From an optimization exercise on the open Yosys and OpenROAD flow, aimed at small area; shortcuts taken in it are not production practice. Function was checked by simulation only, so behaviour that the tests miss may differ from the original. No activity file was given, so power comes from the tool's default toggle rates.

==> flow/design.v <==
module swuart_bt (
    input  wire        clk,
    input  wire        rst,             
    input  wire        tick,            
    input  wire        rx_in,           
    input  wire        state_in,        
    input  wire        req_valid,
    input  wire [15:0] req_word,
    output wire        req_ready,       
    output wire [31:0] resp_data,
    output wire        resp_fault,
    output wire [1:0]  resp_code,
    output wire        tx_out,
    output wire        evt_connect,
    output wire        evt_disconnect
);
    localparam integer NMD_LIMIT       = 60;
    localparam integer TICKS_PER_MS    = 29;
    localparam integer TICKS_PER_EPOCH = 7200;
    localparam [3:0] OP_INIT        = 4'h1;
    localparam [3:0] OP_WAIT_READY  = 4'h2;
    localparam [3:0] OP_STATUS      = 4'h3;
    localparam [3:0] OP_WRITE       = 4'h4;
    localparam [3:0] OP_AVAILABLE   = 4'h5;
    localparam [3:0] OP_READ        = 4'h6;
    localparam [3:0] OP_CLOCK_RESET = 4'h7;
    localparam [3:0] OP_CLOCK_READ  = 4'h8;
    localparam [3:0] OP_CLOCK_PRESET= 4'h9;
    reg         enabled;
    reg         rx_act;           
    reg  [1:0]  rx_sub;           
    reg  [8:0]  rx_sr;
    reg         nmd_f;
    reg         tx_busy;
    reg  [1:0]  tx_sub;
    reg  [8:0]  tx_sr;            
    reg         tx_line;
    reg  [7:0]  ring [0:31];
    reg  [4:0]  rb_hp;            
    reg  [5:0]  rb_cnt;
    reg  [7:0]  rb_pend;
    reg  [31:0] ms_clock;
    reg  [4:0]  ms_sub;
    reg  [12:0] epoch_sub;
    reg  [4:0]  hist;             
    reg         epoch_evt;        
    reg  [2:0]  init_cd;
    wire connected = &hist[3:0];
    wire was_connected = &hist[4:1];
    assign evt_connect    = epoch_evt && connected && !hist[4];
    assign evt_disconnect = epoch_evt && was_connected && !hist[0];
    wire [3:0] op   = req_word[15:12];
    wire [3:0] rsv  = req_word[11:8];
    wire [7:0] imm8 = req_word[7:0];
    wire illegal = (op == 4'h0) || (op > OP_CLOCK_PRESET) || (rsv != 4'h0) ||
                   (op != OP_WRITE && op != OP_CLOCK_PRESET && imm8 != 8'h00);
    wire f_already = !illegal && op == OP_INIT && enabled;
    wire f_noten   = !illegal && op != OP_INIT && op != OP_STATUS && !enabled;
    wire fault     = illegal || f_already || f_noten;
    wire rb_empty    = (rb_cnt == 6'd0);
    wire nmd_lim     = rx_sr[0] && !rx_sr[1] && !rx_sr[3] && !rx_sr[4] && !rx_sr[5];
    wire nmd_expired = rx_act ? nmd_f : nmd_lim;
    wire ready_flag  = (init_cd == 3'd0);
    wire hold = !fault &&
                ((op == OP_WAIT_READY && !ready_flag) ||
                 (op == OP_WRITE      && tx_busy)     ||
                 (op == OP_READ       && rb_empty && !nmd_expired));
    assign req_ready  = !hold;
    assign resp_fault = fault;
    assign resp_code  = {f_already | f_noten, illegal | f_already};
    wire [3:0] rsel_lo = 4'd1 << rb_hp[1:0];
    wire [7:0] rsel_hi = 8'd1 << rb_hp[4:2];
    reg  [7:0] rd_ring;
    reg  [7:0] rd_cls;
    integer j, k;
    always @* begin
        rd_ring = 8'd0;
        for (k = 0; k < 4; k = k + 1) begin
            rd_cls = 8'd0;
            for (j = 0; j < 8; j = j + 1)
                rd_cls = rd_cls | (ring[4*j+k] & {8{rsel_hi[j]}});
            rd_ring = rd_ring | (rd_cls & {8{rsel_lo[k]}});
        end
    end
    wire [7:0] rd_byte = (rb_cnt == 6'd1) ? rb_pend : rd_ring;
    reg [31:0] result;
    always @* begin
        case (op)
            OP_STATUS:     result = {25'd0, tx_line, nmd_expired, rx_act, tx_busy,
                                     connected, ready_flag, enabled};
            OP_AVAILABLE:  result = {26'd0, rb_cnt};
            OP_READ:       result = rb_empty ? 32'd0 : {23'd0, 1'b1, rd_byte};
            OP_CLOCK_READ: result = ms_clock;
            default:       result = 32'd0;
        endcase
    end
    assign resp_data = fault ? 32'd0 : result;
    wire do_req = req_valid && !hold && !fault;
    wire n_enabled = enabled | (do_req && op == OP_INIT);
    wire tk = tick && n_enabled;
    wire pop = do_req && op == OP_READ && !rb_empty;
    wire       rx_done = tk && rx_act && rx_sr[0] && rx_sub == 2'd1;
    wire       full1 = rb_cnt[5] && !pop;    
    wire       push_nf = rx_done && !full1;
    wire [5:0] n_cnt = (pop && !push_nf) ? rb_cnt - 6'd1 :
                       (!pop && push_nf) ? rb_cnt + 6'd1 : rb_cnt;
    wire [4:0] n_hp  = rb_hp + ((pop || (rx_done && full1)) ? 5'd2 : 5'd1);
    wire [4:0] pend_pos = rb_hp + rb_cnt[4:0] - 5'd1;
    wire       wr   = pend_pos[3:0] == 4'hf;
    wire       wr0  = wr && pend_pos[4];
    wire       wr16 = wr && !pend_pos[4];
    integer i;
    always @(posedge clk) begin
        ring[0]  <= wr0  ? rb_pend : ring[31];
        ring[16] <= wr16 ? rb_pend : ring[15];
        for (i = 1; i < 32; i = i + 1)
            if (i != 16) ring[i] <= ring[i-1];
    end
    always @(posedge clk) begin
        rb_hp <= rst ? 5'd0 : n_hp;
        if (rx_done) rb_pend <= rx_sr[8:1];
    end
    wire ms_wrap    = ms_sub[0] == 1'b0 && ms_sub[1] == 1'b0 && ms_sub[3] && ms_sub[4];
    wire epoch_wrap = epoch_sub[12:2] == 11'b11110110100 && epoch_sub[0] == 1'b0;
    wire [4:0]  ms_next    = {ms_sub[3:0], ~(ms_sub[4] ^ ms_sub[1])};
    wire [12:0] epoch_next = {epoch_sub[11:0], ~(epoch_sub[12] ^ epoch_sub[0])};
    wire [5:0]  nmd_next   = {~(rx_sr[0] ^ rx_sr[1]), rx_sr[5:1]};
    wire        ms_load = rst || (do_req && (op == OP_CLOCK_RESET || op == OP_CLOCK_PRESET));
    wire [7:0]  ms_imm  = rst ? 8'd0 : imm8;
    always @(posedge clk)
        ms_clock <= (ms_load ? {4{ms_imm}} : ms_clock) + (!rst && tk && ms_wrap);
    always @(posedge clk) begin
        if (rst) begin
            enabled        <= 1'b0;
            rx_act         <= 1'b0;
            tx_busy        <= 1'b0;
            tx_line        <= 1'b1;
            rb_cnt         <= 6'd0;
            rx_sr[5:0]     <= 6'd0;
            ms_sub         <= 5'd0;
            epoch_sub      <= 13'd0;
            hist           <= 5'd0;
            init_cd        <= 3'd4;
            epoch_evt      <= 1'b0;
        end else begin
            enabled <= n_enabled;
            rb_cnt  <= n_cnt;
            if (do_req && op == OP_WRITE) begin
                tx_sr   <= {1'b1, imm8};
                tx_sub  <= 2'd3;       
                tx_busy <= 1'b1;
            end
            epoch_evt <= tk && epoch_wrap;
            if (tk) begin
                if (!rx_act) begin
                    if (!rx_in) begin
                        rx_sr  <= 9'h100;
                        rx_sub <= 2'd0;
                        rx_act <= 1'b1;
                        nmd_f  <= nmd_lim;
                    end else if (!nmd_lim) begin
                        rx_sr[5:0] <= nmd_next;
                    end
                end else if (rx_sub == 2'd1) begin
                    rx_sub <= 2'd3;
                    if (!rx_sr[0]) begin
                        rx_sr <= {rx_in, rx_sr[8:1]};
                    end else begin
                        rx_sr  <= 9'd0;        
                        rx_act <= 1'b0;
                    end
                end else begin
                    rx_sub <= rx_sub - 2'd1;
                end
                if (tx_busy || (do_req && op == OP_WRITE)) begin
                    if ((do_req && op == OP_WRITE) || tx_sub == 2'd3) begin
                        tx_line <= 1'b0;
                        tx_sub  <= 2'd2;
                    end else if (tx_sub != 2'd0) begin
                        tx_sub <= tx_sub - 2'd1;
                    end else if (tx_sr == 9'd0) begin
                        tx_busy <= 1'b0;
                    end else begin
                        tx_line <= tx_sr[0];
                        tx_sr   <= {1'b0, tx_sr[8:1]};
                        tx_sub  <= 2'd2;
                    end
                end
                ms_sub <= ms_wrap ? 5'd0 : ms_next;
                if (epoch_wrap) begin
                    epoch_sub <= 13'd0;
                    hist      <= {hist[3:0], state_in};
                    if (init_cd != 3'd0) init_cd <= init_cd - 3'd1;
                end else begin
                    epoch_sub <= epoch_next;
                end
            end
        end
    end
    assign tx_out = tx_line;
endmodule
==> flow/config.mk <==
export PLATFORM = sky130hd
export DESIGN_NAME = swuart_bt
export DESIGN_NICKNAME = swuart_bt
export VERILOG_FILES = /design/flow/design.v
export SDC_FILE = /design/flow/constraint.sdc
export NUM_CORES = 4
export LEC_CHECK = 0
export CAP_MARGIN = 0
export CORE_MARGIN = 2
export CORE_UTILIZATION = 70
export PLACE_DENSITY = 0.8
export SLEW_MARGIN = 0
==> flow/constraint.sdc <==
create_clock -name core_clock -period 10.0 [get_ports {clk}]
set_input_delay 2.0000 -clock core_clock [delete_from_list [all_inputs] [get_ports {clk}]]
set_output_delay 2.0000 -clock core_clock [all_outputs]
set_load 0.01 [all_outputs]
standard.sh (not shown) runs the stock make flow with config.mk's settings and CLKGATE_MAP_FILE= SYNTH_SCRIPT=/design/flow/synth_recipe.tcl, a recipe that flattens the netlist after the stock synthesis.
==> flow/flow/run.sh <==
#!/bin/bash
# Own layout flow: the standard ORFS flow (standard.sh) with these changes:
#  - synthesis is the standard synthesis script (synth_recipe.tcl, unchanged),
#    except that the ABC call that maps the combinational logic uses the
#    area-oriented script flow/area.abc with a 10 ns delay target instead of
#    ORFS's speed script (registers are mapped before ABC and are unchanged);
#  - the port buffers are sky130_fd_sc_hd__buf_1 (still one per port);
#  - CTS uses clkbuf_8 with larger sink clusters and no dummy loads.
# Each step's full output is in orfs/logs/...; make's own output in flow_make.log.
set -euo pipefail
W=$(pwd)
cat > "$W/flow_synth.tcl" <<EOT
proc abc {args} {
  set i [lsearch \$args -script]
  if {\$i >= 0} { set args [lreplace \$args \$i [expr {\$i+1}] -script $W/flow/area.abc] }
  set j [lsearch \$args -D]
  if {\$j >= 0} { set args [lreplace \$args \$j [expr {\$j+1}] -D 10000] }
  puts "flow_synth.tcl: abc \$args"
  yosys abc {*}\$args
}
source $W/synth_recipe.tcl
EOT
sed "s#SYNTH_SCRIPT=[^ ]*#SYNTH_SCRIPT=$W/flow_synth.tcl#" standard.sh > flow_standard.sh
grep -q "SYNTH_SCRIPT=$W/flow_synth.tcl" flow_standard.sh
bash flow_standard.sh \
  "BUFFER_PORTS_ARGS=-buffer_cell sky130_fd_sc_hd__buf_1" \
  "CTS_ARGS=-sink_clustering_enable -repair_clock_nets -dont_use_dummy_load -buf_list sky130_fd_sc_hd__clkbuf_8 -sink_clustering_size 20 -sink_clustering_max_diameter 50" \
  finish > flow_make.log 2>&1
==> flow/flow/area.abc <==
strash
&get -n
&fraig -x
&put
scorr
dc2
dretime
strash
&get -n
&dch -f
&nf -R 1000
&put
Edit:
--- a/flow/design.v
+++ b/flow/design.v
@@ -39,31 +39,30 @@
     reg  [4:0]  rb_hp;            
     reg  [5:0]  rb_cnt;
     reg  [7:0]  rb_pend;
     reg  [31:0] ms_clock;
     reg  [4:0]  ms_sub;
     reg  [12:0] epoch_sub;
-    reg  [4:0]  hist;             
+    reg  [5:0]  mon;
     reg         epoch_evt;        
-    reg  [2:0]  init_cd;
-    wire connected = &hist[3:0];
-    wire was_connected = &hist[4:1];
-    assign evt_connect    = epoch_evt && connected && !hist[4];
-    assign evt_disconnect = epoch_evt && was_connected && !hist[0];
+    wire        ready_flag = mon[5] | mon[4];
+    wire connected     = ready_flag && (&mon[3:0]);
+    wire was_connected = mon[5] && (&mon[4:1]);
+    assign evt_connect    = epoch_evt && connected && !was_connected;
+    assign evt_disconnect = epoch_evt && was_connected && !connected;
     wire [3:0] op   = req_word[15:12];
     wire [3:0] rsv  = req_word[11:8];
     wire [7:0] imm8 = req_word[7:0];
     wire illegal = (op == 4'h0) || (op > OP_CLOCK_PRESET) || (rsv != 4'h0) ||
                    (op != OP_WRITE && op != OP_CLOCK_PRESET && imm8 != 8'h00);
     wire f_already = !illegal && op == OP_INIT && enabled;
     wire f_noten   = !illegal && op != OP_INIT && op != OP_STATUS && !enabled;
     wire fault     = illegal || f_already || f_noten;
     wire rb_empty    = (rb_cnt == 6'd0);
     wire nmd_lim     = rx_sr[0] && !rx_sr[1] && !rx_sr[3] && !rx_sr[4] && !rx_sr[5];
     wire nmd_expired = rx_act ? nmd_f : nmd_lim;
-    wire ready_flag  = (init_cd == 3'd0);
     wire hold = !fault &&
                 ((op == OP_WAIT_READY && !ready_flag) ||
                  (op == OP_WRITE      && tx_busy)     ||
                  (op == OP_READ       && rb_empty && !nmd_expired));
     assign req_ready  = !hold;
     assign resp_fault = fault;
@@ -136,14 +135,13 @@
             tx_busy        <= 1'b0;
             tx_line        <= 1'b1;
             rb_cnt         <= 6'd0;
             rx_sr[5:0]     <= 6'd0;
             ms_sub         <= 5'd0;
             epoch_sub      <= 13'd0;
-            hist           <= 5'd0;
-            init_cd        <= 3'd4;
+            mon            <= 6'd1;
             epoch_evt      <= 1'b0;
         end else begin
             enabled <= n_enabled;
             rb_cnt  <= n_cnt;
             if (do_req && op == OP_WRITE) begin
                 tx_sr   <= {1'b1, imm8};
@@ -186,14 +184,13 @@
                         tx_sub  <= 2'd2;
                     end
                 end
                 ms_sub <= ms_wrap ? 5'd0 : ms_next;
                 if (epoch_wrap) begin
                     epoch_sub <= 13'd0;
-                    hist      <= {hist[3:0], state_in};
-                    if (init_cd != 3'd0) init_cd <= init_cd - 3'd1;
+                    mon       <= {mon[5] | mon[4], mon[3:0], state_in};
                 end else begin
                     epoch_sub <= epoch_next;
                 end
             end
         end
     end
The new run completed with no timing, DRC or antenna violations.
Setup slack improves by 49 ps.
Total power is lower by 2.3%.
Via count fell by 1.3%.
Cell count decreases by 1.0%.
Design area decreases by 1.2%.

==> port drivers added, routing unchanged <==
In the flow no input, the clock included, has a driving cell. The finished layouts below were timed again as built, in two steps.
Step 1: set_driving_cell puts a clkbuf_16 on clk and a buf_2 on each other input, an assumption about the parent block.
Step 2 also shifts input and output timing later by t, the mid clock arrival at the registers, as if the neighbouring blocks saw the same clock.
Three values: ideal ports, drivers, drivers and shift; two values: the first two.
run	t, ns	slack for setup (ns)	slew at the worst register clock pin (ns)
the first run	0.598	1.863 / 1.879 / 1.281	0.11 / 0.11
the second run	0.601	1.912 / 1.935 / 1.334	0.12 / 0.12
After both steps setup and hold are still met in every run listed. For the first run, which loses most, drivers alone change the setup slack by +0.016 ns; drivers and shift together by -0.582 ns.
